From an optimization exercise on the open Yosys and OpenROAD flow, aimed at a short achievable clock period and few clock cycles; shortcuts taken in it are not production practice.
Only simulation tests tie the RTL to the original design; equivalence was not proved.
Power is estimated from default activity; no workload was simulated.

File: flow/design.v
`default_nettype none
module pentaur_core (
    input  wire        clk,
    input  wire        rst,
    input  wire [31:0] prog_len,
    output wire [31:0] imem_addr,
    input  wire [95:0] imem_rdata,
    output reg         dmem_en,
    output reg         dmem_we,
    output reg  [16:0] dmem_addr,
    output reg  [31:0] dmem_wdata,
    input  wire [31:0] dmem_rdata,
    output reg         io_en,
    output reg         io_we,
    output reg  [31:0] io_addr,
    output reg  [31:0] io_wdata,
    input  wire [31:0] io_rdata,
    output wire        halted,
    output wire [2:0]  err,
    output wire [31:0] halt_pc,
    output wire [3:0]  flags
);
    localparam OP_MOV    = 5'd0,  OP_MOVSEG = 5'd1,  OP_ADD  = 5'd2,  OP_SUB  = 5'd3,
               OP_AND    = 5'd4,  OP_OR     = 5'd5,  OP_XOR  = 5'd6,  OP_NOT  = 5'd7,
               OP_SHL    = 5'd8,  OP_SHR    = 5'd9,  OP_ROL  = 5'd10, OP_ROR  = 5'd11,
               OP_INC    = 5'd12, OP_DEC    = 5'd13, OP_CMP  = 5'd14, OP_LOAD = 5'd15,
               OP_STORE  = 5'd16, OP_PUSH   = 5'd17, OP_POP  = 5'd18, OP_IN   = 5'd19,
               OP_OUT    = 5'd20, OP_JMP    = 5'd21, OP_JE   = 5'd22, OP_JNE  = 5'd23,
               OP_JG     = 5'd24, OP_JL     = 5'd25;
    localparam E_NONE = 3'd0, E_ADDR = 3'd1, E_DEST = 3'd2, E_SEG = 3'd3,
               E_SRC  = 3'd4, E_OP   = 3'd5;
    integer i, j;
    localparam PW = 96 + 55;
    localparam K_WRR = 96, K_MSEG = 97, K_LOAD = 98, K_STORE = 99, K_PUSH = 100,
               K_POP = 101, K_IN = 102, K_OUT = 103, K_JMP = 104, K_JE = 105,
               K_JNE = 106, K_JG = 107, K_JL = 108, K_R1 = 109, K_R2 = 110,
               K_FL = 111, K_BONE = 112, K_MDS = 113, K_MSS = 114,
               K_PRE = 115,             
               K_POST = 118,            
               K_C = 121,               
               K_LDST = 132,
               K_S1 = 133,              
               K_S2 = 142;              
    function automatic [PW-1:0] predecode(input [95:0] w);
        reg [4:0] op;
        reg [3:0] dest;
        reg       use1, use2, r1, r2, wrr, alu, fsrc;
        integer   k;
        begin
            op   = w[4:0];
            dest = w[8:5];
            alu  = (op <= OP_CMP) && (op != OP_MOVSEG);
            wrr  = alu && (op != OP_CMP);
            use1 = (op <= OP_CMP) || op == OP_STORE || op == OP_PUSH || op == OP_OUT;
            use2 = (op >= OP_ADD && op <= OP_ROR && op != OP_NOT) || op == OP_CMP;
            r1   = use1 && !w[9];
            r2   = use2 && !w[14];
            fsrc = (r1 && w[13:10] > 4'd8) || (r2 && w[18:15] > 4'd8);
            predecode = {PW{1'b0}};
            predecode[95:0]    = w;
            predecode[K_WRR]   = wrr;
            predecode[K_MSEG]  = op == OP_MOVSEG;
            predecode[K_LOAD]  = op == OP_LOAD;
            predecode[K_STORE] = op == OP_STORE;
            predecode[K_LDST]  = op == OP_LOAD || op == OP_STORE;
            for (k = 0; k < 9; k = k + 1) begin
                predecode[K_S1 + k] = !w[9] && w[13:10] == k;
                predecode[K_S2 + k] = !w[14] && w[18:15] == k;
            end
            predecode[K_PUSH]  = op == OP_PUSH;
            predecode[K_POP]   = op == OP_POP;
            predecode[K_IN]    = op == OP_IN;
            predecode[K_OUT]   = op == OP_OUT;
            predecode[K_JMP]   = op == OP_JMP;
            predecode[K_JE]    = op == OP_JE;
            predecode[K_JNE]   = op == OP_JNE;
            predecode[K_JG]    = op == OP_JG;
            predecode[K_JL]    = op == OP_JL;
            predecode[K_R1]    = r1;
            predecode[K_R2]    = r2;
            predecode[K_FL]    = alu;
            predecode[K_BONE]  = op == OP_INC || op == OP_DEC;
            predecode[K_MDS]   = op == OP_MOVSEG && dest == 4'd1;
            predecode[K_MSS]   = op == OP_MOVSEG && dest == 4'd3;
            predecode[K_PRE+2:K_PRE] = (op > OP_JL) ? E_OP : fsrc ? E_SRC : E_NONE;
            predecode[K_POST+2:K_POST] =
                (op == OP_MOVSEG && dest > 4'd5) ? E_SEG :
                ((wrr || op == OP_LOAD || op == OP_POP || op == OP_IN) && dest > 4'd8) ? E_DEST :
                E_NONE;
            predecode[K_C+10:K_C] = {
                op == OP_MOV,
                op == OP_ADD || op == OP_INC,
                op == OP_SUB || op == OP_DEC || op == OP_CMP,
                op == OP_AND, op == OP_OR, op == OP_XOR, op == OP_NOT,
                op == OP_SHL, op == OP_SHR, op == OP_ROL, op == OP_ROR};
        end
    endfunction
    function automatic [32:0] ks_add(input [31:0] a, input [31:0] b, input cin);
        reg [31:0] g, p, x;
        integer k, n;
        begin
            x = a ^ b;
            g = a & b;
            p = x;
            g[0] = g[0] | (p[0] & cin);
            for (n = 1; n < 32; n = n * 2)
                for (k = 31; k >= n; k = k - 1) begin
                    g[k] = g[k] | (p[k] & g[k - n]);
                    p[k] = p[k] & p[k - n];
                end
            ks_add = {g[31], x ^ {g[30:0], cin}};
        end
    endfunction
    reg [31:0] rf [0:8];         
    reg [31:0] ds, ss, ssm1;     
    reg        zf_q, sf_q, cf_q, of_q;
    reg        zf_pend;          
    reg        run;              
    reg        halted_q;
    reg [2:0]  err_q;
    reg [31:0] hpc_q;
    reg [31:0] plen;
    assign halted  = halted_q;
    assign err     = err_q;
    assign halt_pc = hpc_q;
    assign flags   = {zf_q, sf_q, cf_q, of_q};
    reg [31:0] pc_f;
    reg        btb_v;
    reg [31:0] btb_pc, btb_tg;
    reg        bw_v;
    reg [31:0] bw_pc, bw_tg;
    wire       btb_hit = btb_v && (pc_f == btb_pc);
    assign imem_addr = pc_f;
    reg        v_i, bh_i, end_i;
    reg [31:0] pc_i, pn_i;
    reg          v_s, pr_s, end_s;
    reg [PW-1:0] ir_s;
    reg [31:0]   pc_s, pn_s;
    reg          v_d, pr_d, end_d;
    reg [PW-1:0] ir_d;
    reg [31:0]   pc_d, pn_d;
    reg        e_wr, e_fl, e_ds, e_ss;
    reg [3:0]  e_dst;
    reg [8:0]  e_wm;             
    reg [31:0] e_a, e_b;         
    reg [31:0] e_la, e_lb;       
    reg        e_zf, e_zok;      
    reg [31:0] e_rl, e_rr;       
    reg [4:0]  e_sl, e_sr;       
    reg        c_log, c_add, c_sub, c_shl, c_shr, c_rol, c_ror;
    reg [3:0]  e_t;              
    reg        e_ld;             
    reg [3:0]  e_ldst;
    reg [8:0]  e_lm;
    reg        e_lio;
    reg        w_wr;
    reg [3:0]  w_dst;
    reg [8:0]  w_wm;
    reg [31:0] w_res;
    reg        m_ld;
    reg [3:0]  m_ldst;
    reg [8:0]  m_lm;
    reg        m_lio;
    wire [32:0] sum  = ks_add(e_a, e_b, 1'b0);
    wire [32:0] dif  = ks_add(e_a, ~e_b, 1'b1);       
    wire [31:0] rl0 = e_sl[0] ? {e_rl[30:0], e_rl[31]}  : e_rl;
    wire [31:0] rl1 = e_sl[1] ? {rl0[29:0], rl0[31:30]} : rl0;
    wire [31:0] rl2 = e_sl[2] ? {rl1[27:0], rl1[31:28]} : rl1;
    wire [31:0] rl3 = e_sl[3] ? {rl2[23:0], rl2[31:24]} : rl2;
    wire [31:0] rol = e_sl[4] ? {rl3[15:0], rl3[31:16]} : rl3;
    wire [31:0] rr0 = e_sr[0] ? {e_rr[0],   e_rr[31:1]} : e_rr;
    wire [31:0] rr1 = e_sr[1] ? {rr0[1:0],  rr0[31:2]}  : rr0;
    wire [31:0] rr2 = e_sr[2] ? {rr1[3:0],  rr1[31:4]}  : rr1;
    wire [31:0] rr3 = e_sr[3] ? {rr2[7:0],  rr2[31:8]}  : rr2;
    wire [31:0] ror = e_sr[4] ? {rr3[15:0], rr3[31:16]} : rr3;
    wire        e_big = |e_lb[31:5];    
    wire [31:0] ml = {32{c_rol}} | ({32{c_shl & ~e_big}} & ({32{1'b1}} << e_sl));
    wire [31:0] mr = {32{c_ror}} | ({32{c_shr & ~e_big}} & ({32{1'b1}} >> e_sr));
    wire [31:0] lu = (e_la & e_lb & {32{e_t[3]}}) | (e_la & ~e_lb & {32{e_t[2]}})
                   | (~e_la & e_lb & {32{e_t[1]}}) | (~e_la & ~e_lb & {32{e_t[0]}});
    wire [31:0] res = lu
                    | ({32{c_add}} & sum[31:0])
                    | ({32{c_sub}} & dif[31:0])
                    | (rol & ml)
                    | (ror & mr);
    wire z_eq  = (e_a == e_b);
    wire z_sum = ((e_a ^ e_b) ^ {(e_a[30:0] | e_b[30:0]), 1'b0}) == 32'd0;
    wire f_zf  = (c_log & (lu == 32'd0)) | (c_add & z_sum) | (c_sub & z_eq);
    wire f_cfq = (c_shl & e_rl[31]) | (c_shr & e_rr[0]);
    wire f_cf  = (c_add & sum[32]) | (c_sub & ~dif[32]) | f_cfq
               | (c_rol & rol[0]) | (c_ror & ror[0]);
    wire f_of  = (c_add & (e_a[31] == e_b[31]) & (sum[31] != e_a[31]))
               | (c_sub & (e_a[31] != e_b[31]) & (dif[31] != e_a[31]));
    wire e_shift = c_shl | c_shr | c_rol | c_ror;    
    wire [3:0]  dest   = ir_d[8:5];
    wire        s1_imm = ir_d[9];
    wire [3:0]  s1_reg = ir_d[13:10];
    wire        s2_imm = ir_d[14];
    wire [3:0]  s2_reg = ir_d[18:15];
    wire [31:0] imm1   = ir_d[63:32];
    wire [31:0] imm2   = ir_d[95:64];
    wire d_wrr   = ir_d[K_WRR],  d_mseg = ir_d[K_MSEG], d_load = ir_d[K_LOAD];
    wire d_store = ir_d[K_STORE], d_push = ir_d[K_PUSH], d_pop = ir_d[K_POP];
    wire d_in    = ir_d[K_IN],   d_out  = ir_d[K_OUT],  d_jmp  = ir_d[K_JMP];
    wire d_je    = ir_d[K_JE],   d_jne  = ir_d[K_JNE],  d_jg   = ir_d[K_JG];
    wire d_jl    = ir_d[K_JL],   r1     = ir_d[K_R1],   r2     = ir_d[K_R2];
    wire d_alu   = ir_d[K_FL],   d_bone = ir_d[K_BONE];
    wire [2:0]  pre_err  = ir_d[K_PRE+2:K_PRE];
    wire [2:0]  post_err = ir_d[K_POST+2:K_POST];
    wire [10:0] d_c      = ir_d[K_C+10:K_C];
    wire d_sp    = d_push | d_pop;
    wire d_ldst  = ir_d[K_LDST];
    wire d_mem   = d_load | d_store | d_push | d_pop;
    wire pre_ok  = pre_err == E_NONE;
    wire post_ok = post_err == E_NONE;
    wire l1 = e_ld && e_ldst == s1_reg, l2 = e_ld && e_ldst == s2_reg;
    wire st_reg = (r1 & (l1 | (se1 & ~c_log))) | (r2 & (l2 | (se2 & ~c_log)));
    wire st_sp  = d_sp & (e_wm[8] | e_lm[8] | m_lm[8] | w_wm[8]);
    wire st_seg = ((d_load | d_store) & e_ds) | (d_sp & e_ss);
    wire st_fl  = e_fl & (((d_je | d_jne | d_jg) & ~((c_add | c_sub) & e_zok)) |
                          ((d_jg | d_jl) & (c_add | c_sub | c_rol | c_ror)));
    wire stall  = v_d & ~end_d & (st_reg | st_sp | st_seg | st_fl);
    wire [31:0] ldata = m_lio ? io_rdata : dmem_rdata;
    reg  [31:0] b1, b2;
    always @(*) begin
        b1 = {32{s1_imm}} & imm1;
        b2 = {32{s2_imm}} & imm2;
        for (j = 0; j < 9; j = j + 1) begin
            b1 = b1 | ({32{ir_d[K_S1 + j]}} & rf[j]);
            b2 = b2 | ({32{ir_d[K_S2 + j]}} & rf[j]);
        end
    end
    wire se1 = !s1_imm && e_wr && e_dst == s1_reg, se2 = !s2_imm && e_wr && e_dst == s2_reg;
    wire sw1 = !s1_imm && w_wr && w_dst == s1_reg, sw2 = !s2_imm && w_wr && w_dst == s2_reg;
    wire sm1 = !s1_imm && m_ld && m_ldst == s1_reg, sm2 = !s2_imm && m_ld && m_ldst == s2_reg;
    wire [31:0] v1n = sw1 ? w_res : sm1 ? ldata : b1;    
    wire [31:0] v2n = sw2 ? w_res : sm2 ? ldata : b2;
    wire [31:0] v1 = se1 ? lu : v1n;
    wire [31:0] v2 = se2 ? lu : v2n;
    wire [31:0] zb   = d_bone ? 32'd1 : b2;
    wire        zq_eq  = (b1 == zb);
    wire        zq_sum = ((b1 ^ zb) ^ {(b1[30:0] | zb[30:0]), 1'b0}) == 32'd0;
    function automatic [17:0] seg_addr(input [31:0] a, input [31:0] b);
        reg [17:0] lo;
        reg [14:0] ah, bh, hx;
        begin
            lo = {1'b0, a[16:0]} + {1'b0, b[16:0]};
            ah = a[31:17];
            bh = b[31:17];
            hx = ah ^ bh;
            seg_addr = {(hx[14:1] == (ah[13:0] | bh[13:0])) & (hx[0] == lo[17]), lo[16:0]};
        end
    endfunction
    wire [31:0] sp    = rf[8];
    wire [17:0] a_ds  = seg_addr(ds, imm2);
    wire [17:0] a_ss  = seg_addr(ss, sp);
    wire [17:0] a_sm  = seg_addr(ssm1, sp);
    wire        a_ok  = (d_ldst & a_ds[17]) | (d_pop & a_ss[17]) | (d_push & a_sm[17]);
    wire [16:0] addr  = ({17{d_ldst}} & a_ds[16:0]) | ({17{d_pop}} & a_ss[16:0])
                      | ({17{d_push}} & a_sm[16:0]);
    wire [2:0] d_err = end_d ? E_NONE :
                       !pre_ok ? pre_err :
                       (d_mem & ~a_ok) ? E_ADDR : post_err;
    wire go     = run & v_d & ~stall;                     
    wire g_n    = go & ~end_d;
    wire g_ok   = g_n & pre_ok & post_ok;                 
    wire d_stop = go & (end_d | ~pre_ok | ~post_ok | (d_mem & ~a_ok));
    wire d_flw  = g_n & d_alu & pre_ok;
    wire zf_c = e_fl ? e_zf : zf_pend ? (w_res == 32'd0) : zf_q;
    wire cf_c = e_fl ? f_cfq : cf_q;
    wire take = d_jmp | (d_je & zf_c) | (d_jne & ~zf_c) | (d_jg & ~cf_c & ~zf_c) | (d_jl & cf_c);
    wire misp = g_n & (take != pr_d);
    wire [PW-1:0] pd_i  = predecode(imem_rdata);
    wire [4:0]  op_i    = imem_rdata[4:0];
    wire [31:0] imm2_i  = imem_rdata[95:64];
    wire        pt_i    = v_i & ~bh_i & (op_i == OP_JMP);
    wire        redir_i = run & pt_i & ~misp;
    wire adv_d = ~v_d | ~stall;
    wire kill  = misp | ~run;
    wire nv_s  = ~kill & (adv_d ? (v_s & v_i) : (v_s | v_i));
    wire fetch = run & ~nv_s;
    wire halt_now = (d_stop & ~(d_flw & ~post_ok) & ~(e_fl & e_shift)) |
                    (~run & ~e_fl & ~zf_pend);
    always @(posedge clk) begin
        plen <= prog_len;
        if (adv_d == v_s) begin
            ir_s  <= pd_i;
            pc_s  <= pc_i;
            pn_s  <= pn_i;
            pr_s  <= bh_i | pt_i;
            end_s <= end_i;
        end
        if (adv_d) begin
            if (v_s) begin
                ir_d  <= ir_s;
                pc_d  <= pc_s;
                pn_d  <= pn_s;
                pr_d  <= pr_s;
                end_d <= end_s;
            end else begin
                ir_d  <= pd_i;
                pc_d  <= pc_i;
                pn_d  <= pn_i;
                pr_d  <= bh_i | pt_i;
                end_d <= end_i;
            end
        end
        pc_i  <= pc_f;
        pn_i  <= pc_f + 32'd1;
        bh_i  <= btb_hit;
        end_i <= pc_f >= plen;
        e_dst  <= dest;
        e_ldst <= dest;
        e_lio  <= d_in;
        e_a    <= (d_c[9] | d_c[8]) ? v1 : 32'd0;
        e_b    <= d_bone ? 32'd1 : (d_c[9] | d_c[8]) ? v2 : 32'd0;
        e_la   <= v1;
        e_lb   <= v2;
        e_zf   <= d_c[9] ? zq_sum : zq_eq;
        e_zok  <= ~(se1 | sw1 | sm1 | (r2 & (se2 | sw2 | sm2)));
        e_rl   <= (d_c[3] | d_c[1]) ? v1 : 32'd0;
        e_rr   <= (d_c[2] | d_c[0]) ? v1 : 32'd0;
        e_sl   <= (d_c[3] | d_c[1]) ? v2[4:0] : 5'd0;
        e_sr   <= (d_c[2] | d_c[0]) ? v2[4:0] : 5'd0;
        c_log  <= d_c[10] | d_c[7] | d_c[6] | d_c[5] | d_c[4];
        c_add  <= d_c[9];
        c_sub  <= d_c[8];
        c_shl  <= d_c[3];
        c_shr  <= d_c[2];
        c_rol  <= d_c[1];
        c_ror  <= d_c[0];
        e_t    <= ({4{d_c[10]}} & 4'b1100) | ({4{d_c[7]}} & 4'b1000) | ({4{d_c[6]}} & 4'b1110)
                | ({4{d_c[5]}} & 4'b0110) | ({4{d_c[4]}} & 4'b0011);
        m_ldst <= e_ldst;
        w_dst  <= e_dst;
        w_res  <= res;
        m_lio  <= e_lio;
        dmem_we    <= d_store | d_push;
        dmem_addr  <= addr;
        dmem_wdata <= (d_store | d_push) ? v1 : 32'd0;
        io_we      <= d_out;
        io_addr    <= (d_in | d_out) ? imm2 : 32'd0;
        io_wdata   <= d_out ? v1 : 32'd0;
        if (rst) begin
            run      <= 1'b1;
            halted_q <= 1'b0;
            err_q    <= E_NONE;
            hpc_q    <= 32'd0;
            for (i = 0; i < 9; i = i + 1) rf[i] <= 32'd0;
            ds       <= 32'd0;
            ss       <= 32'd0;
            ssm1     <= 32'hFFFFFFFF;
            zf_q     <= 1'b0;
            sf_q     <= 1'b0;
            cf_q     <= 1'b0;
            of_q     <= 1'b0;
            zf_pend  <= 1'b0;
            w_wr     <= 1'b0;
            w_wm     <= 9'd0;
            pc_f     <= 32'd0;
            btb_v    <= 1'b0;
            btb_pc   <= 32'd0;
            btb_tg   <= 32'd0;
            bw_v     <= 1'b0;
            v_i      <= 1'b0;
            v_s      <= 1'b0;
            v_d      <= 1'b0;
            e_wr     <= 1'b0;
            e_wm     <= 9'd0;
            e_fl     <= 1'b0;
            e_ds     <= 1'b0;
            e_ss     <= 1'b0;
            e_ld     <= 1'b0;
            e_lm     <= 9'd0;
            m_ld     <= 1'b0;
            m_lm     <= 9'd0;
            dmem_en  <= 1'b0;
            io_en    <= 1'b0;
        end else begin
            if (misp)                 pc_f <= pr_d ? pn_d : imm2;
            else if (redir_i)         pc_f <= imm2_i;
            else if (fetch)           pc_f <= btb_hit ? btb_tg : pc_f + 32'd1;
            v_i <= fetch & ~misp & ~redir_i;
            v_s <= nv_s;
            if (kill)       v_d <= 1'b0;
            else if (adv_d) v_d <= v_s | v_i;
            if (go) begin
                err_q <= d_err;
                hpc_q <= pc_d;
            end
            if (d_stop) run <= 1'b0;
            if (halt_now) halted_q <= 1'b1;
            bw_v  <= g_n & take;
            bw_pc <= pc_d;
            bw_tg <= imm2;
            if (bw_v) begin
                btb_v  <= 1'b1;
                btb_pc <= bw_pc;
                btb_tg <= bw_tg;
            end
            e_wr    <= g_ok & d_wrr;
            for (i = 0; i < 9; i = i + 1) e_wm[i] <= g_ok & d_wrr & (dest == i);
            e_fl    <= d_flw;
            e_ds    <= g_ok & ir_d[K_MDS];
            e_ss    <= g_ok & ir_d[K_MSS];
            e_ld    <= g_ok & ((d_load | d_pop) & a_ok | d_in);
            for (i = 0; i < 9; i = i + 1)
                e_lm[i] <= g_ok & ((d_load | d_pop) & a_ok | d_in) & (dest == i);
            dmem_en <= g_ok & d_mem & a_ok;
            io_en   <= g_ok & (d_in | d_out);
            m_ld <= e_ld;
            m_lm <= e_lm;
            w_wr <= e_wr;
            w_wm <= e_wm;
            if (e_fl) begin
                zf_q    <= f_zf;
                zf_pend <= e_shift;
                sf_q    <= res[31];
                cf_q    <= f_cf;
                of_q    <= f_of;
            end else if (zf_pend) begin
                zf_q    <= w_res == 32'd0;
                zf_pend <= 1'b0;
            end
            if (e_ds) ds <= e_la;
            if (e_ss) begin
                ss   <= e_la;
                ssm1 <= e_la - 32'd1;
            end
            for (i = 0; i < 9; i = i + 1) begin
                if (w_wm[i])      rf[i] <= w_res;
                else if (m_lm[i]) rf[i] <= ldata;
            end
            if (g_n && d_push) rf[8] <= sp - 32'd1;
            if (g_n && d_pop)  rf[8] <= sp + 32'd1;
        end
    end
endmodule
`default_nettype wire
File: flow/flow/run.sh
#!/bin/bash
set -euo pipefail
export SETUP_SLACK_MARGIN=7
bash standard.sh > standard.log 2>&1
File: flow/standard.sh
#!/bin/bash
# synth_recipe.tcl (not shown) runs the flow's synth.tcl, then flattens the netlist and writes it again
# the make line also repeats each setting of config.mk as NAME=value (left out here)
make -C /OpenROAD-flow-scripts/flow DESIGN_CONFIG=/design/flow/config.mk WORK_HOME=/design/flow/orfs CLKGATE_MAP_FILE= SYNTH_SCRIPT=/design/flow/synth_recipe.tcl "${@:-finish}"
File: flow/config.mk
export PLATFORM = sky130hd
export DESIGN_NAME = pentaur_core
export DESIGN_NICKNAME = pentaur_core
export VERILOG_FILES = /design/flow/design.v
export SDC_FILE = /design/flow/constraint.sdc
export NUM_CORES = 4
export LEC_CHECK = 0
export ABC_CLOCK_PERIOD_IN_PS = 2500
export CAP_MARGIN = 20
export CORE_MARGIN = 2
export CORE_UTILIZATION = 40
export CTS_CLUSTER_DIAMETER = 100
export CTS_CLUSTER_SIZE = 25
export PLACE_DENSITY = 0.6
export SLEW_MARGIN = 20
File: flow/constraint.sdc
create_clock -name core_clock -period 10.0 [get_ports {clk}]
set_input_delay 2.0000 -clock core_clock [delete_from_list [all_inputs] [get_ports {clk}]]
set_output_delay 2.0000 -clock core_clock [all_outputs]
set_load 0.01 [all_outputs]
==> results.py, run 1 <==
metrics = {
    "global_routing": {
        "antenna_found_initial": 33,
        "grt_pass1_wl_um": 447000,
        "grt_overflow": 0,
        "grt_max_degree": 103,
        "grt.total_usage_pct": 31.8,
        "grt_pass1_vias": 61900,
    },
    "flow_run": {
        "cap_violations": 0,
    },
    "drt": {
        "viasPerCell": 6.15,
        "wl_um": 321000,
        "wire_per_inst_um": 29.7,
        "vias": 66400,
        "drt_iter0_drc": 8978,
        "drc_errors": 0,
        "first_pass_iters": 9,
        "drtAntennaViolNets": 0,
    },
    "clock_tree": {
        "ctsHoldBuffers": 0,
        "clock_latency_ns": 0.79,
        "cts_tree": "built",
        "path_clk_slew_ns": 0.11,
        "htree_levels": 3,
        "cts_buffers": 76,
        "clock_path_buffers": 3,
        "clock-sinks": 1498,
        "cts_root_buffer": "clkbuf_16",
    },
    "synth": {
        "synth_edf_count": 456,
        "async_reset_ff_share_pct": 0,
        "syn_nets": 8333,
        "syn_area_um2": 75800,
        "synth.distinct_cells": 97,
        "synthFlopType": "dfxtp_1",
        "yosys.area.top_type": "dfxtp_1",
        "avgSynthCellArea_um2": 9.62,
        "yosys_register_bits": 1498,
        "syn_inst": 7879,
        "synth.top_cell.area_share_pct": 27.5,
        "synth.yosys.seq_area_share_pct": 45.6,
        "yosysWarnings": 2,
        "yosys-top-cells-area": "dfxtp_1 (28%), edfxtp_1 (18%), nor2_1 (4.7%)",
    },
    "timing": {
        "clock_skew_ns": 0.0767,
        "fmax_ghz": 0.294,
        "setup_viol_count_final": 0,
        "post-route-period-util_pct": 34.1,
        "finalHoldViolCount": 0,
        "whs_ns": 0.388,
        "maxSlewHeadroom_pct": 20.0,
        "grt_setup_unrepaired": "yes",
        "setup_tns_ns": 0,
        "finalWorstPathRequiredPeriod_ns": 3.41,
        "drv_slew": 0,
        "tightestPinTransition_ns": 1.20,
    },
    "worst_setup_path": {
        "critical_path_class": "reg -> out",
        "cp.arrival_ns": 1.41,
        "crit_path_end_kind": "output port",
        "worstPathMaxFanout": 2,
        "crit_path_start_kind": "flip-flop",
        "critPathRequiredTime_ns": 8.00,
    },
    "floorplan": {
        "die-area_um2": 193000,
        "die_w_um": 439,
        "fp.coreArea_um2": 188000,
        "chipHeight_um": 439,
        "start_util_pct": 40.3,
        "io-pin-count": 383,
        "core.rowCount": 159,
    },
    "layout": {
        "n_fill_cell": 17100,
        "largest_reg_flops": 288,
        "synthToLayoutAreaGrowth_pct": 22.0,
        "layout.nets": 8682,
        "max_flop_register": "rf",
        "layout-drive-gt1-share_pct": 23.7,
        "top_regs": "rf x288, ir_d x130, ir_s x130",
    },
    "pwr": {
        "ir_drop_mv": 0.151,
        "powerDensity_nw_per_um2": 131,
        "leakage_uw": 0.0340,
    },
    "placed_design": {
        "io_buffers": 369,
        "gp_congestion": 0.995,
        "hpwlAfterDp_um": 209000,
    },
    "outcome": {
        "status": "complete, no violations",
    },
    "min_path": {
        "hp-class": "reg -> reg",
    },
}
## cells in the mapped netlist (42+ instances only)
| cell type | number |
|---|---|
| o22ai_1 | 42 |
| a22oi_1 | 83 |
| a221oi_1 | 145 |
| o31ai_1 | 51 |
| and3_1 | 86 |
| dfxtp_1 | 1042 |
| a21oi_1 | 509 |
| a31oi_1 | 67 |
| o211ai_1 | 46 |
| xnor2_1 | 223 |
| a211oi_1 | 319 |
| inv_1 | 243 |
| edfxtp_1 | 456 |
| a21o_1 | 47 |
| o21ai_0 | 277 |
| nor2_1 | 959 |
| clkbuf_1 | 559 |
| and2_1 | 142 |
| or2_2 | 45 |
| nand3_1 | 73 |
| a22o_1 | 134 |
| mux2i_1 | 310 |
| nor2b_1 | 144 |
| buf_1 | 50 |
| nand2_1 | 561 |
| xor2_1 | 106 |
| nor4_1 | 73 |
| mux2_2 | 232 |
| ha_1 | 255 |
| mux4_2 | 96 |
| nand4_1 | 65 |
| nor3_1 | 86 |
## layout by cell type, fill, tap and decap left out, types with 133 or more instances in the layout
master / count
mux2_2: 228
inv_1: 233
buf_4: 363
mux2i_1: 295
dfxtp_2: 148
clkdlybuf4s50_1: 159
xnor2_1: 222
nor2b_1: 136
a22o_1: 134
dfxtp_1: 793
a211oi_1: 293
ha_1: 204
o21ai_0: 219
a21oi_1: 454
edfxtp_1: 456
nand2_1: 540
nor2_1: 946
buf_6: 220
and2_1: 133
## routing by layer
metal | track usage, % | up-vias | routed length, um
met4 | 21.5 | 14 | 27100
li1 | - | 29100 | -
met3 | 8.36 | 967 | 35600
met5 | 0 | - | 99
met2 | 46.4 | 4031 | 134000
met1 | 41.0 | 32300 | 124000
## logic make-up (layout without fill, tap and decap cells)
logic type	count (synthesis)	count (layout)	share of synthesized area, %
AOI/OAI and AO/OA	1903	1904	17.0
xor gates and xnor gates	329	329	3.80
adders and majority gates	261	261	4.36
buffers and inverters	893	1292	4.52
DFF	1498	1498	45.6
muxes	638	638	10.4
other	0	11	0
and+or+nand+nor	2357	2361	14.4
## worst paths after layout
path	depth (start not counted)	slack (ns)	end	start
min reg2reg	1	0.39	w_wm[2]	e_wm[2]
max	2	6.59	imem_addr[14]	pc_f[14]
max reg2reg	10	6.70	e_zf	ir_d[78]
min	1	0.39	w_wm[2]	e_wm[2]
## worst max-delay path, stage by stage, from the launching register on
cell,delay [ns]
dfxtp_2,0.35
buf_6,0.15
buf_6,0.11
## per-stage QoR
step	utilization (%)	setup WS, ns	total power, uW	instance area, um^2	instances
after floorplan	-	4.68	7390	76200	7879
after global placement	43.6	4.64	8050	81900	10300
after detailed placement	43.6	4.62	8050	81900	10300
after CTS	47.6	6.58	12000	89500	10600
after global routing	49.2	6.56	12400	92500	10800
final	49.2	6.59	12100	92500	10800
## power breakdown
part	internal, uW	leakage, uW	total (uW)	switching [uW]
clock	1570	0.00117	3790	2210
combinational	720	0.0196	1740	1020
sequential	6390	0.0132	6590	206
total	8680	0.0340	12100	3440
## what timing repair did
item,CTS,global route
pin swaps,156,148
resized for setup,1711,404
endpoints found under the setup margin,1344,564
setup buffers,216,127
gates cloned,20,10
## area by class of cell
| type | instances | area [um^2] | area share [%] |
|---|---|---|---|
| multi-input cells | 5493 | 41300 | 44.7 |
| well taps | 2495 | 3120 | 3.38 |
| repair buffers | 909 | 9430 | 10.2 |
| clock buffers | 109 | 2070 | 2.24 |
| diodes | 11 | 27.5 | 0.0298 |
| clock inverters | 24 | 400 | 0.433 |
| repair inverters | 1 | 7.51 | 0.00812 |
| inverters | 249 | 970 | 1.05 |
| flip-flops and latches | 1498 | 35100 | 38.0 |
Testbench counts, summed over its fixed seeds: cycles 43,680.
==> inputs of run 2 (changes only) <==
--- a/flow/config.mk
+++ b/flow/config.mk
@@ -10,6 +10,6 @@
 export CORE_MARGIN = 2
-export CORE_UTILIZATION = 40
+export CORE_UTILIZATION = 50
 export CTS_CLUSTER_DIAMETER = 100
 export CTS_CLUSTER_SIZE = 25
-export PLACE_DENSITY = 0.6
+export PLACE_DENSITY = 0.65
 export SLEW_MARGIN = 20
==> results.py, run 2 <==
metrics = {
    "synth": {
        "yosysWarnings": 2,
        "syn_area_um2": 75800,
        "synth_edf_count": 456,
        "synth_top_family_by_area": "compound AO/OA/AOI/OAI gates",
        "synth_compound_area_share_pct": 17.0,
        "synth.distinct_cells": 97,
        "synthFlopType": "dfxtp_1",
        "synthXorXnorAreaFrac_pct": 3.80,
        "synth.most_common_cell": "dfxtp_1",
        "yosys.area.top_type": "dfxtp_1",
        "synth.yosys.seq_area_share_pct": 45.6,
        "syn_inst": 7879,
        "avgSynthCellArea_um2": 9.62,
        "synth_fa_ha_area_share_pct": 4.36,
        "synth.top_cell.area_share_pct": 27.5,
        "yosys-top-cells-area": "dfxtp_1 (28%), edfxtp_1 (18%), nor2_1 (4.7%)",
        "synth_commonest_cells": "dfxtp_1 (1,042), nor2_1 (959), nand2_1 (561)",
        "synthMuxAreaShare_pct": 10.4,
        "async_reset_ff_share_pct": 0,
        "syn_nets": 8333,
        "synth_simple_gate_area_share_pct": 14.4,
        "yosys_register_bits": 1498,
    },
    "drt": {
        "drtAntennaViolNets": 0,
        "routed.top_layer": "met5",
        "met1_length_um": 118000,
        "wire_per_inst_um": 30.6,
        "wl_um": 316000,
        "first_pass_iters": 9,
        "dr_wl_met3_um": 38100,
        "vias": 67100,
        "drc_errors": 0,
        "viasPerCell": 6.49,
        "drt_iter0_drc": 9364,
        "wl_met2_um": 132000,
    },
    "pwr": {
        "p_comb_share_pct": 14.6,
        "powerDensity_nw_per_um2": 130,
        "ir_drop_mv": 0.134,
        "p_seq_share_pct": 55.0,
        "pwr-share-clk_pct": 30.4,
        "leakage_uw": 0.0341,
        "p_sw_share_pct": 28.3,
        "p_switching_uw": 3380,
        "internal_power_uw": 8590,
    },
    "global_routing": {
        "antenna_found_initial": 35,
        "grt_max_degree": 93,
        "grt_pass1_vias": 61700,
        "grt_pass1_wl_um": 437000,
        "grt_overflow": 0,
        "grt.total_usage_pct": 38.4,
    },
    "placed_design": {
        "hpwlAfterDp_um": 204000,
        "dpl_worst_slack_ns": 4.62,
        "gp_congestion": 1.02,
        "dp_cells": 9793,
        "io_buffers": 369,
    },
    "min_path": {
        "hold_start": "e_lio",
        "hp-class": "reg -> reg",
    },
    "timing": {
        "setup_slack_ns": 6.64,
        "post-route-period-util_pct": 33.6,
        "maxSlewHeadroom_pct": 29.7,
        "finalWorstPathRequiredPeriod_ns": 3.36,
        "setup_viol_count_final": 0,
        "grt_setup_unrepaired": "yes",
        "finalHoldViolCount": 0,
        "fmax_ghz": 0.298,
        "setup_tns_ns": 0,
        "drv_slew": 0,
        "clock_skew_ns": 0.0619,
        "tightestPinTransition_ns": 1.05,
    },
    "worst_setup_path": {
        "crit_family": "flip-flops",
        "critical_path_class": "reg -> out",
        "critPathRequiredTime_ns": 8.00,
        "slowest_stage": "dfxtp_2",
        "worstPathMaxFanout": 2,
        "crit_path_end_kind": "output port",
        "crit_start": "pc_f[12]",
        "r2r_start": "ir_d[138]",
        "slowest_delay_ns": 0.35,
        "crit_chain": "buf_8, buf_6",
        "cp_num_buf_inv": 2,
        "crit_path_start_kind": "flip-flop",
        "cp.arrival_ns": 1.36,
    },
    "clock_tree": {
        "clock-sinks": 1498,
        "clock_path_buffers": 3,
        "clock_latency_ns": 0.77,
        "htree_levels": 3,
        "cts_root_buffer": "clkbuf_16",
        "path_clk_slew_ns": 0.10,
        "cts_tree": "built",
        "ctsHoldBuffers": 0,
        "cts_buffers": 74,
    },
    "floorplan": {
        "die-area_um2": 155000,
        "io-pin-count": 383,
        "fp.coreArea_um2": 150000,
        "chipHeight_um": 393,
        "die_w_um": 393,
        "start_util_pct": 50.5,
        "core.rowCount": 142,
    },
    "layout": {
        "layout.nets": 8697,
        "layout_common_cells": "nor2_1 (944), dfxtp_1 (812), nand2_1 (537)",
        "layout-drive-gt1-share_pct": 23.7,
        "largest_reg_flops": 288,
        "mostFrequentLayoutCell": "nor2_1",
        "top_regs": "rf x288, ir_d x130, ir_s x130",
        "max_flop_register": "rf",
        "synthToLayoutAreaGrowth_pct": 21.3,
        "final_cells": 10300,
    },
    "flow_run": {
        "cap_violations": 0,
    },
    "outcome": {
        "status": "complete, no violations",
    },
}
-- run 2: cell families after synthesis --
kind of cell | Yosys count
mux | 638
flops | 1498
simple gates | 2357
fa+ha+maj | 261
xor+xnor | 329
compound gates | 1903
buf+inv | 893
-- run 2: timing repair --
action,in CTS,in global routing
endpoints found under the setup margin,1114,699
resized for setup,1698,418
setup buffers,225,125
gates cloned,24,15
pin swaps,167,162
-- run 2: path summary, 6_finish.rpt --
check / endpoint / slack [ns] / cells past startpoint
setup / recovery: imem_addr[12] / 6.64 / 2
hold reg to reg: m_lio / 0.34 / 0
hold / removal: m_lio / 0.34 / 0
setup reg to reg: e_zf / 6.76 / 9
-- run 2: area by class of cell --
class	count	area, um^2
Clock buffer	106	1970
Antenna cell	21	52.6
Timing Repair Buffer	926	9720
Inverter	249	956
Sequential cell	1498	35100
Multi-Input combinational cell	5494	41300
Clock inverter	23	345
Tap cell	2016	2520
Fill cell	12500	58100
-- run 2: power by group through the flow --
stage	Combinational, uW	Sequential [uW]	Clock [uW]
after floorplan	781	6610	0
after global placement	1270	6750	0
after detailed placement	1280	6760	0
after CTS	1570	6570	3680
after global routing	1800	6590	3870
final	1750	6580	3640
-- run 2: routing by layer --
layer  global-route usage [%]  vias to the layer above
li1                         -                    29100
met1                     49.5                    32400
met2                     56.3                     4372
met3                     9.74                     1124
met4                     26.5                       16
met5                        0                        -
-- run 2: stage by stage --
stage | total power (uW) | instance area [um^2] | utilization [%] | hold WS, ns
floorplan | 7390 | 76200 | - | 0.310
finish | 12000 | 92000 | 61.3 | 0.336
global route | 12300 | 92000 | 61.3 | 0.336
global placement | 8030 | 81300 | 54.1 | 0.311
CTS | 11800 | 88800 | 59.1 | 0.337
detailed placement | 8030 | 81300 | 54.1 | 0.315
==> inputs of run 3 (changes only) <==
--- a/flow/config.mk
+++ b/flow/config.mk
@@ -10,6 +10,6 @@
 export CORE_MARGIN = 2
-export CORE_UTILIZATION = 50
+export CORE_UTILIZATION = 55
 export CTS_CLUSTER_DIAMETER = 100
-export CTS_CLUSTER_SIZE = 25
-export PLACE_DENSITY = 0.65
+export CTS_CLUSTER_SIZE = 20
+export PLACE_DENSITY = 0.7
 export SLEW_MARGIN = 20
==> results.py, run 3 <==
metrics = {
    "worst_setup_path": {
        "rrSetupSlack_ns": 6.67,
        "cp_common_cell": "buf_6",
        "crit_path_start_kind": "flip-flop",
        "worstRegToRegCells": 11,
        "r2r_start": "w_res[16]",
        "critical_path_class": "reg -> out",
        "crit_chain": "buf_6, buf_6",
        "slowest_delay_ns": 0.35,
        "worstPathMaxFanout": 2,
        "crit_start": "pc_f[9]",
        "critPathRequiredTime_ns": 8.00,
        "slowest_stage": "dfxtp_2",
        "cp.arrival_ns": 1.33,
        "reg2reg_to": "pc_f[30]",
        "setup.worst_path.end": "imem_addr[9]",
        "crit_path_end_kind": "output port",
    },
    "global_routing": {
        "antenna_found_initial": 25,
        "grt.total_usage_pct": 42.1,
        "grt_overflow": 0,
        "grt_pass1_wl_um": 433000,
        "grt_max_degree": 99,
        "grt_pass1_vias": 62500,
    },
    "synth": {
        "synth_edf_count": 456,
        "synth.top_cell.area_share_pct": 27.5,
        "yosys.area.top_type": "dfxtp_1",
        "synthFlopType": "dfxtp_1",
        "synth.most_common_cell": "dfxtp_1",
        "syn_inst": 7879,
        "syn_nets": 8333,
        "yosysWarnings": 2,
        "synth.yosys.seq_area_share_pct": 45.6,
        "synth_commonest_cells": "dfxtp_1 (1,042), nor2_1 (959), nand2_1 (561)",
        "yosys_register_bits": 1498,
        "yosys-top-cells-area": "dfxtp_1 (28%), edfxtp_1 (18%), nor2_1 (4.7%)",
        "synth.distinct_cells": 97,
        "async_reset_ff_share_pct": 0,
        "avgSynthCellArea_um2": 9.62,
        "syn_area_um2": 75800,
    },
    "clock_tree": {
        "clock_latency_ns": 0.75,
        "htree_levels": 3,
        "cts_root_buffer": "clkbuf_16",
        "cts_buffers": 86,
        "path_clk_slew_ns": 0.09,
        "clock-sinks": 1498,
        "cts_tree": "built",
        "clock_path_buffers": 3,
    },
    "timing": {
        "grt_setup_unrepaired": "yes",
        "finalWorstPathRequiredPeriod_ns": 3.33,
        "setup_viol_count_final": 0,
        "maxSlewHeadroom_pct": 22.6,
        "drv_slew": 0,
        "fmax_ghz": 0.300,
        "post-route-period-util_pct": 33.3,
        "tightestPinTransition_ns": 1.16,
        "finalHoldViolCount": 0,
        "setup_tns_ns": 0,
        "clock_skew_ns": 0.0561,
    },
    "min_path": {
        "hp-class": "reg -> reg",
    },
    "placed_design": {
        "io_buffers": 369,
        "gp_congestion": 1.05,
        "place_area_um2": 81100,
        "hpwlAfterDp_um": 202000,
    },
    "pwr": {
        "ir_drop_mv": 0.145,
        "leakage_uw": 0.0342,
        "powerDensity_nw_per_um2": 132,
    },
    "drt": {
        "drt_iter0_drc": 9690,
        "drtAntennaViolNets": 0,
        "viasPerCell": 6.65,
        "first_pass_iters": 8,
        "drc_errors": 0,
        "vias": 67400,
        "wl_um": 312000,
        "wire_per_inst_um": 30.8,
    },
    "layout": {
        "mostFrequentLayoutCell": "nor2_1",
        "top_regs": "rf x288, ir_d x130, ir_s x130",
        "synthToLayoutAreaGrowth_pct": 21.7,
        "layout.nets": 8720,
        "final_cell_area_um2": 92300,
        "layout_common_cells": "nor2_1 (944), dfxtp_1 (827), nand2_1 (539)",
        "layout-drive-gt1-share_pct": 24.3,
        "n_fill_cell": 10500,
        "max_flop_register": "rf",
        "largest_reg_flops": 288,
    },
    "floorplan": {
        "io-pin-count": 383,
        "start_util_pct": 55.3,
        "core.rowCount": 136,
        "die_w_um": 375,
        "chipHeight_um": 375,
        "die-area_um2": 141000,
        "fp.coreArea_um2": 137000,
    },
    "flow_run": {
        "cap_violations": 0,
    },
    "outcome": {
        "status": "complete, no violations",
    },
}
-- run 3: cell types whose count changed in the layout (fill, tap and decap cells not counted), sizes merged, moves of 6 or more --
cell | previous run | this run
inv | 250 | 244
clkinv | 14 | 8
clkbuf | 121 | 140
dlymetal6s2s | 21 | 13
clkdlybuf4s50 | 145 | 156
buf | 729 | 740
-- run 3: worst max-delay path: cells and delay by family, from the launching register on --
family	cells	cell delay, ns
flip-flops	1	0.35
buffers and inverters	2	0.25
-- run 3: worst min-delay path by stage --
stage	startpoint	depth (start not counted)	slack, ns	end
floorplan	e_lio	0	0.31	m_lio
global placement	e_lio	0	0.31	m_lio
detailed placement	e_lio	0	0.32	m_lio
CTS	e_lio	0	0.35	m_lio
global route	e_lio	0	0.35	m_lio
finish	e_lio	0	0.34	m_lio
-- run 3: per-stage QoR --
| stage | worst slack [ns] | hold slack (ns) | cells | power (uW) | utilization (%) |
|---|---|---|---|---|---|
| floorplan | 4.68 | 0.310 | 7879 | 7390 | - |
| global placement | 4.71 | 0.311 | 9579 | 8010 | 59.1 |
| detailed placement | 4.68 | 0.323 | 9579 | 8020 | 59.1 |
| CTS | 6.65 | 0.346 | 9972 | 12000 | 64.9 |
| global route | 6.66 | 0.347 | 10100 | 12400 | 67.3 |
| finish | 6.67 | 0.342 | 10100 | 12200 | 67.3 |
-- run 3: final cells by class --
type | instances | area [um^2] | area share (%)
well taps | 1794 | 2240 | 2.43
repair inverters | 2 | 12.5 | 0.0136
repair buffers | 935 | 9740 | 10.6
multi-input cells | 5494 | 41800 | 45.3
clock inverters | 11 | 179 | 0.194
inverters | 249 | 970 | 1.05
clock buffers | 130 | 2330 | 2.52
diodes | 18 | 45.0 | 0.0488
flip-flops and latches | 1498 | 35000 | 37.9
-- run 3: kinds of logic after synthesis --
family                   synth area share (%)
XOR/XNOR                                 3.80
adder cells (fa/ha/maj)                  4.36
flip-flops                               45.6
buffers and inverters                    4.52
multiplexers                             10.4
AND/OR/NAND/NOR                          14.4
AO/OA/AOI/OAI                            17.0
-- run 3: what timing repair did --
| action | CTS | global route |
|---|---|---|
| cloned | 27 | 11 |
| endpoints found under the setup margin | 1126 | 730 |
| hold buffers | 0 | 0 |
| setup buffers | 225 | 129 |
| pin swaps | 195 | 178 |
| resized for setup | 1703 | 447 |
-- run 3: routing by layer --
metal | vias to the layer above | routed length (um) | GRT usage, %
li1 | 29200 | - | -
met1 | 32600 | 115000 | 53.6
met2 | 4545 | 131000 | 61.5
met3 | 1062 | 39500 | 12.3
met4 | 8 | 25900 | 28.9
met5 | - | 53 | 0
-- run 3: where the power goes --
part           leakage [uW]  total [uW]  internal [uW]  switching (uW)
Combinational        0.0198        1750            749            1010
Clock               0.00118        3810           1660            2150
Sequential           0.0132        6610           6390             219
Total                0.0342       12200           8800            3370
==> inputs of run 4 (changes only) <==
--- a/flow/config.mk
+++ b/flow/config.mk
@@ -10,6 +10,6 @@
 export CORE_MARGIN = 2
-export CORE_UTILIZATION = 55
+export CORE_UTILIZATION = 60
 export CTS_CLUSTER_DIAMETER = 100
 export CTS_CLUSTER_SIZE = 20
-export PLACE_DENSITY = 0.7
+export PLACE_DENSITY = 0.75
 export SLEW_MARGIN = 20
==> results.py, run 4 <==
metrics = {
    "global_routing": {
        "grt.total_usage_pct": 44.9,
        "grtUsageMet1_pct": 55.9,
        "grt_pass1_wl_um": 428000,
        "use_met2_pct": 65.0,
        "grt_overflow": 0,
        "met3_usage_pct": 14.6,
        "top_usage_layer": "met2",
        "grt_pass1_vias": 62600,
        "antenna_found_initial": 31,
        "grt_max_degree": 174,
    },
    "synth": {
        "yosys.area.top_type": "dfxtp_1",
        "syn_area_um2": 75800,
        "synth.yosys.seq_area_share_pct": 45.6,
        "synth.distinct_cells": 97,
        "synth.top_cell.area_share_pct": 27.5,
        "synth.most_common_cell": "dfxtp_1",
        "yosysWarnings": 2,
        "yosys-top-cells-area": "dfxtp_1 (28%), edfxtp_1 (18%), nor2_1 (4.7%)",
        "async_reset_ff_share_pct": 0,
        "avgSynthCellArea_um2": 9.62,
        "syn_inst": 7879,
        "synthFlopType": "dfxtp_1",
        "synth_edf_count": 456,
        "yosys_register_bits": 1498,
        "syn_nets": 8333,
        "synth_commonest_cells": "dfxtp_1 (1,042), nor2_1 (959), nand2_1 (561)",
    },
    "placed_design": {
        "hpwlAfterDp_um": 197000,
        "dp_cells": 9416,
        "gp_congestion": 1.06,
        "io_buffers": 369,
    },
    "pwr": {
        "p_comb_share_pct": 14.2,
        "internal_power_uw": 8770,
        "p_seq_share_pct": 54.3,
        "p_sw_share_pct": 27.9,
        "finalPower_uw": 12200,
        "leakage_uw": 0.0342,
        "pwr-share-clk_pct": 31.5,
        "p_switching_uw": 3390,
        "ir_drop_mv": 0.137,
        "powerDensity_nw_per_um2": 133,
    },
    "timing": {
        "grt_setup_unrepaired": "yes",
        "finalWorstPathRequiredPeriod_ns": 3.38,
        "maxSlewHeadroom_pct": 18.5,
        "drv_slew": 0,
        "setup_viol_count_final": 0,
        "whs_ns": 0.331,
        "fmax_ghz": 0.296,
        "finalHoldViolCount": 0,
        "tightestPinTransition_ns": 1.22,
        "post-route-period-util_pct": 33.8,
        "clock_skew_ns": 0.0563,
        "setup_tns_ns": 0,
    },
    "min_path": {
        "holdPathEnd": "m_lio",
        "holdPathStages": 0,
        "hp-class": "reg -> reg",
        "hold_start": "e_lio",
    },
    "floorplan": {
        "core.rowCount": 130,
        "start_util_pct": 60.4,
        "io-pin-count": 383,
        "die_w_um": 359,
        "die-area_um2": 129000,
        "fp.coreArea_um2": 126000,
        "chipHeight_um": 359,
    },
    "layout": {
        "largest_reg_flops": 288,
        "layout-drive-gt1-share_pct": 24.0,
        "layout.nets": 8704,
        "mostFrequentLayoutCell": "nor2_1",
        "synthToLayoutAreaGrowth_pct": 21.0,
        "max_flop_register": "rf",
        "fin_util_pct": 73.1,
        "final_cells": 10000,
        "n_fill_cell": 8969,
        "layout_common_cells": "nor2_1 (936), dfxtp_1 (815), nand2_1 (527)",
        "top_regs": "rf x288, ir_d x130, ir_s x130",
    },
    "worst_setup_path": {
        "crit_path_start_kind": "flip-flop",
        "rrSetupSlack_ns": 6.65,
        "reg2reg_to": "pc_f[15]",
        "worstRegToRegCells": 12,
        "critPathRequiredTime_ns": 8.00,
        "critical_path_class": "reg -> out",
        "r2r_start": "w_res[28]",
        "worstPathMaxFanout": 2,
        "cp.arrival_ns": 1.38,
        "crit_path_end_kind": "output port",
    },
    "drt": {
        "drt_iter0_drc": 10100,
        "drc_errors": 0,
        "vias": 68800,
        "first_pass_iters": 7,
        "wl_um": 309000,
        "drtAntennaViolNets": 0,
        "viasPerCell": 6.87,
        "wire_per_inst_um": 30.9,
    },
    "clock_tree": {
        "htree_levels": 3,
        "clock_latency_ns": 0.78,
        "path_clk_slew_ns": 0.09,
        "ctsHoldBuffers": 0,
        "clock-sinks": 1498,
        "cts_buffers": 86,
        "cts_root_buffer": "clkbuf_16",
        "clock_path_buffers": 3,
        "cts_tree": "built",
    },
    "flow_run": {
        "cap_violations": 0,
    },
    "outcome": {
        "status": "complete, no violations",
    },
}
run 4: cell counts after synthesis:
Identical to the previous run, type by type.
run 4: worst max path at each step:
| stage | from | cells past startpoint | endpoint |
|---|---|---|---|
| 2_1_floorplan | c_sub | 7 | end_s |
| 3_3_place_gp | imem_rdata[4] | 9 | pc_f[10] |
| 3_5_place_dp | imem_rdata[4] | 9 | pc_f[3] |
| 4_1_cts | pc_f[14] | 2 | imem_addr[14] |
| 5_1_grt | pc_f[14] | 2 | imem_addr[14] |
| 6_report | pc_f[14] | 2 | imem_addr[14] |
run 4: cell families after synthesis:
family	Yosys count	share of synthesized area, %
AND/OR/NAND/NOR	2357	14.4
AO/OA/AOI/OAI	1903	17.0
flip-flops	1498	45.6
buffers and inverters	893	4.52
multiplexers	638	10.4
XOR/XNOR	329	3.80
adder cells (fa/ha/maj)	261	4.36
run 4: area by class of cell:
| type | instances | area, um^2 | share of cell area (%) |
|---|---|---|---|
| multi-input cells | 5498 | 41600 | 45.3 |
| flip-flops and latches | 1498 | 35000 | 38.2 |
| repair buffers | 916 | 9430 | 10.3 |
| clock buffers | 130 | 2340 | 2.55 |
| well taps | 1650 | 2060 | 2.25 |
| inverters | 249 | 963 | 1.05 |
| clock inverters | 13 | 229 | 0.250 |
| diodes | 51 | 128 | 0.139 |
| repair inverters | 1 | 5.00 | 0.00546 |
run 4: metrics by stage:
| step | cell area [um^2] | setup slack, ns |
|---|---|---|
| 2_1_floorplan | 76200 | 4.68 |
| 3_3_place_gp | 80700 | 4.81 |
| 3_5_place_dp | 80700 | 4.73 |
| 4_1_cts | 87800 | 6.64 |
| 5_1_grt | 91700 | 6.62 |
| 6_report | 91700 | 6.62 |
run 4: what timing repair did:
action | in CTS | in global routing
endpoints found under the setup margin | 1153 | 706
cloned | 23 | 16
pin swaps | 123 | 195
resized for setup | 1562 | 552
buffers inserted | 202 | 155
run 4: routing by layer:
metal	wire length, um	share of wire, %
met5	104	0.034
met4	28700	9.3
met3	41900	14
met2	129000	42
met1	110000	35
run 4: power by group through the flow:
stage	clock (uW)	combinational, uW	sequential, uW
6_report	3830	1730	6600
5_1_grt	4030	1780	6600
4_1_cts	3820	1500	6570
3_3_place_gp	0	1230	6750
2_1_floorplan	0	781	6610
3_5_place_dp	0	1240	6760
run 4: critical path: stages (launching register included):
cell and delay, ns:
dfxtp_2 0.34, buf_6 0.15, buf_6 0.12
==> inputs of run 5 (changes only) <==
--- a/flow/design.v
+++ b/flow/design.v
@@ -127,2 +127,3 @@
     reg [31:0] pc_f;
+    reg [31:0] ia;               
     reg        btb_v;
@@ -132,3 +133,3 @@
     wire       btb_hit = btb_v && (pc_f == btb_pc);
-    assign imem_addr = pc_f;
+    assign imem_addr = ia;
     reg        v_i, bh_i, end_i;
@@ -360,2 +361,3 @@
             pc_f     <= 32'd0;
+            ia       <= 32'd0;
             btb_v    <= 1'b0;
@@ -382,2 +384,6 @@
             else if (fetch)           pc_f <= btb_hit ? btb_tg : pc_f + 32'd1;
+            if (!run)                 ia   <= 32'd0;
+            else if (misp)            ia   <= pr_d ? pn_d : imm2;
+            else if (redir_i)         ia   <= imm2_i;
+            else if (fetch)           ia   <= btb_hit ? btb_tg : pc_f + 32'd1;
             v_i <= fetch & ~misp & ~redir_i;
@@ -405,5 +411,5 @@
             e_ss    <= g_ok & ir_d[K_MSS];
-            e_ld    <= g_ok & ((d_load | d_pop) & a_ok | d_in);
+            e_ld    <= g_ok & (d_load | d_pop | d_in);
             for (i = 0; i < 9; i = i + 1)
-                e_lm[i] <= g_ok & ((d_load | d_pop) & a_ok | d_in) & (dest == i);
+                e_lm[i] <= g_ok & (d_load | d_pop | d_in) & (dest == i);
             dmem_en <= g_ok & d_mem & a_ok;
==> flow/flow/run.sh (replaced) <==
#!/bin/bash
set -euo pipefail
SETUP_SLACK_MARGIN=7 bash standard.sh cts > standard_cts.log 2>&1
bash standard.sh > standard_finish.log 2>&1
--- a/flow/config.mk
+++ b/flow/config.mk
@@ -10,6 +10,6 @@
 export CORE_MARGIN = 2
-export CORE_UTILIZATION = 60
+export CORE_UTILIZATION = 40
 export CTS_CLUSTER_DIAMETER = 100
-export CTS_CLUSTER_SIZE = 20
-export PLACE_DENSITY = 0.75
+export CTS_CLUSTER_SIZE = 25
+export PLACE_DENSITY = 0.6
 export SLEW_MARGIN = 20
==> results.py, run 5 <==
metrics = {
    "outcome": {
        "status": "complete, no violations",
    },
    "pwr": {
        "powerDensity_nw_per_um2": 133,
        "internal_power_uw": 8720,
        "p_seq_share_pct": 55.4,
        "finalPower_uw": 12100,
        "p_switching_uw": 3410,
        "p_sw_share_pct": 28.1,
        "ir_drop_mv": 0.131,
        "pwr-share-clk_pct": 31.9,
        "p_comb_share_pct": 12.7,
        "leakage_uw": 0.0339,
    },
    "synth": {
        "synth.top_cell.area_share_pct": 28.0,
        "synth_fa_ha_area_share_pct": 4.29,
        "synth_compound_area_share_pct": 16.8,
        "synthXorXnorAreaFrac_pct": 3.65,
        "synth_top_family_by_area": "compound AO/OA/AOI/OAI gates",
        "avgSynthCellArea_um2": 9.60,
        "synth.yosys.seq_area_share_pct": 45.9,
        "yosys-top-cells-area": "dfxtp_1 (28%), edfxtp_1 (18%), nor2_1 (5.0%)",
        "synth_edf_count": 456,
        "yosysWarnings": 2,
        "synthFlopType": "dfxtp_1",
        "synth_commonest_cells": "dfxtp_1 (1,074), nor2_1 (1,025), a21oi_1 (549)",
        "syn_area_um2": 76700,
        "synth_simple_gate_area_share_pct": 14.4,
        "yosys_register_bits": 1530,
        "synth.most_common_cell": "dfxtp_1",
        "yosys.area.top_type": "dfxtp_1",
        "async_reset_ff_share_pct": 0,
        "synth.distinct_cells": 85,
        "synthMuxAreaShare_pct": 10.5,
        "syn_inst": 7992,
        "syn_nets": 8446,
    },
    "layout": {
        "seq_area_um2": 35700,
        "layout.nets": 8679,
        "top_regs": "rf x288, ir_d x130, ir_s x130",
        "max_flop_register": "rf",
        "mostFrequentLayoutCell": "nor2_1",
        "final_cell_area_um2": 90900,
        "layout-drive-gt1-share_pct": 20.5,
        "n_fill_cell": 17700,
        "multi_input_area_um2": 40400,
        "fin_util_pct": 47.7,
        "largest_reg_flops": 288,
        "synthToLayoutAreaGrowth_pct": 18.5,
        "layout_common_cells": "nor2_1 (1,006), dfxtp_1 (871), nand2_1 (479)",
    },
    "timing": {
        "drv_slew": 0,
        "setup_slack_ns": 6.48,
        "finalHoldViolCount": 0,
        "fmax_ghz": 0.284,
        "tightestPinTransition_ns": 1.25,
        "finalWorstPathRequiredPeriod_ns": 3.52,
        "clock_skew_ns": 0.0769,
        "setup_viol_count_final": 0,
        "grt_setup_unrepaired": "no",
        "post-route-period-util_pct": 35.2,
        "maxSlewHeadroom_pct": 16.6,
    },
    "global_routing": {
        "grt_pass1_wl_um": 449000,
        "grt_overflow": 0,
        "grt_max_degree": 179,
        "grt_pass1_vias": 62100,
        "grt.total_usage_pct": 31.3,
        "antenna_found_initial": 42,
    },
    "worst_setup_path": {
        "crit_path_start_kind": "flip-flop",
        "crit_path_end_kind": "flip-flop",
        "critical_path_class": "reg -> reg",
        "cp.arrival_ns": 4.24,
        "reg2reg_to": "err_q[0]",
        "worstPathMaxFanout": 3,
        "critPathRequiredTime_ns": 10.73,
        "rrSetupSlack_ns": 6.48,
        "r2r_start": "ir_d[64]",
        "worstRegToRegCells": 13,
    },
    "placed_design": {
        "dpl_worst_slack_ns": 3.79,
        "place_area_um2": 82900,
        "io_buffers": 369,
        "gp_congestion": 0.996,
        "hpwlAfterDp_um": 215000,
    },
    "clock_tree": {
        "clock_latency_ns": 0.81,
        "path_clk_slew_ns": 0.10,
        "htree_levels": 3,
        "cts_root_buffer": "clkbuf_16",
        "clock-sinks": 1530,
        "cts_tree": "built",
        "clock_path_buffers": 3,
        "cts_buffers": 78,
    },
    "floorplan": {
        "chipHeight_um": 442,
        "core.rowCount": 160,
        "die_w_um": 442,
        "io-pin-count": 383,
        "die-area_um2": 195000,
        "start_util_pct": 40.3,
        "fp.coreArea_um2": 190000,
    },
    "drt": {
        "first_pass_iters": 10,
        "vias": 65700,
        "drc_errors": 0,
        "drtAntennaViolNets": 0,
        "drt_iter0_drc": 8236,
        "viasPerCell": 6.07,
        "wl_um": 317000,
        "wire_per_inst_um": 29.3,
    },
    "min_path": {
        "hp-class": "reg -> reg",
        "hold_start": "e_dst[0]",
        "holdPathStages": 0,
        "holdPathEnd": "w_dst[0]",
    },
    "flow_run": {
        "cap_violations": 0,
    },
}
run 5: changes by cell type in the layout (fill, tap and decap cells not counted), sizes merged, moves of 37 or more:
cell,before,now
nor2,962,1025
a31oi,67,30
buf,724,608
a21oi,509,549
a21o,47,102
and2,145,102
nand2,567,494
run 5: stage by stage:
| step | hold slack (ns) | cells | TNS (ns) |
|---|---|---|---|
| floorplan | 0.310 | 7992 | -697.97 |
| global placement | 0.381 | 10400 | 0 |
| detailed placement | 0.387 | 10400 | 0 |
| CTS | 0.399 | 10800 | 0 |
| global route | 0.410 | 10800 | 0 |
| finish | 0.400 | 10800 | 0 |
run 5: worst max-delay path by stage:
| stage | to | depth (start not counted) | slack, ns | from |
|---|---|---|---|---|
| 3_3_place_gp | ia[8] | 10 | 3.95 | imem_rdata[1] |
| 6_report | err_q[0] | 13 | 6.48 | ir_d[64] |
| 3_5_place_dp | ia[5] | 10 | 3.79 | imem_rdata[1] |
| 2_1_floorplan | end_s | 7 | -3.56 | ir_d[14] |
| 5_1_grt | err_q[0] | 13 | 6.42 | ir_d[64] |
| 4_1_cts | halted | 1 | 6.57 | halted_q |
run 5: kinds of logic (layout without fill, tap and decap cells):
group                    count (synthesis)  in the layout
other                                    0             24
adder cells (fa/ha/maj)                260            260
multiplexers                           654            654
buffers and inverters                  889           1180
XOR/XNOR                               320            320
AND/OR/NAND/NOR                       2392           2392
flip-flops                            1530           1530
AO/OA/AOI/OAI                         1947           1947
run 5: layer usage:
layer | vias to the layer above | part of all wire, % | global-route usage (%)
met4 | 24 | 7.8 | 20.6
met5 | - | 0.049 | 0
met2 | 3451 | 44 | 48.2
met3 | 846 | 9.4 | 7.22
li1 | 29200 | - | -
met1 | 32200 | 39 | 39.3
run 5: power by group through the flow:
stage	Sequential (uW)	Combinational [uW]	Clock (uW)
after detailed placement	6890	1230	0
after floorplan	6730	757	0
after global placement	6890	1230	0
after CTS	6710	1500	3930
after global routing	6730	1600	4130
final	6720	1540	3870
run 5: worst max-delay path: stages (launching register included):
cell and delay, ns:
edfxtp_1 0.52, ha_4 0.22, buf_4 0.14, a211oi_2 0.24, o21bai_1 0.14, o21ba_2 0.25
o21a_4 0.20, a221o_2 0.44, mux2i_4 0.24, a2111oi_4 0.31, buf_6 0.19, nand2_4 0.07
a221o_1 0.35, a21oi_1 0.13
run 5: final cells by class:
class	count	share of cell area, %
Inverter	250	1.07
Antenna cell	24	0.0661
Tap cell	2511	3.46
Clock buffer	112	2.31
Timing Repair Buffer	789	8.92
Clock inverter	26	0.490
Timing Repair inverter	3	0.0399
Sequential cell	1530	39.2
Multi-Input combinational cell	5573	44.4
run 5: what timing repair did:
action	in CTS	in global routing
gates resized for setup	1748	0
setup endpoints to repair	1176	0
hold buffers	0	0
buffers inserted	242	0
Testbench counts of run 5, summed over its fixed seeds: cycles 43,680.

-- re-timing with driven ports --
Ports are ideal in the flow. The routed layouts listed here were re-timed in OpenROAD. Step 1, drivers: a clkbuf_16 drives clk and a buf_2 each remaining input, both assumed. Step 2 adds t to the input delays and takes it off the output delays; t is the mean of the earliest and latest rising clock arrival at the registers after step 1. Input paths then give back, and output paths get back, about the clock's delay inside the block. Three values: no drivers, after step 1, after step 2; two values: the first two.
run	t (ns)	slack for setup (ns)	hold slack, ns	worst slew at a driven data input, ns	pins driven straight from the clock port
run 1	0.844	6.593 / 6.506 / 6.139	0.388 / 0.388 / 0.388	0.25	1
run 2	0.822	6.644 / 6.562 / 6.072	0.336 / 0.336 / 0.336	0.17	1
run 3	0.803	6.666 / 6.581 / 6.089	0.342 / 0.342 / 0.342	0.15	1
run 4	0.835	6.622 / 6.535 / 5.990	0.331 / 0.331 / 0.331	0.19	1
run 5	0.861	6.483 / 6.483 / 5.906	0.400 / 0.400 / 0.400	0.15	1
After both steps setup and hold are still met in every run listed. For run 4, which loses most, drivers alone change the setup slack by -0.087 ns; drivers and shift together by -0.632 ns.
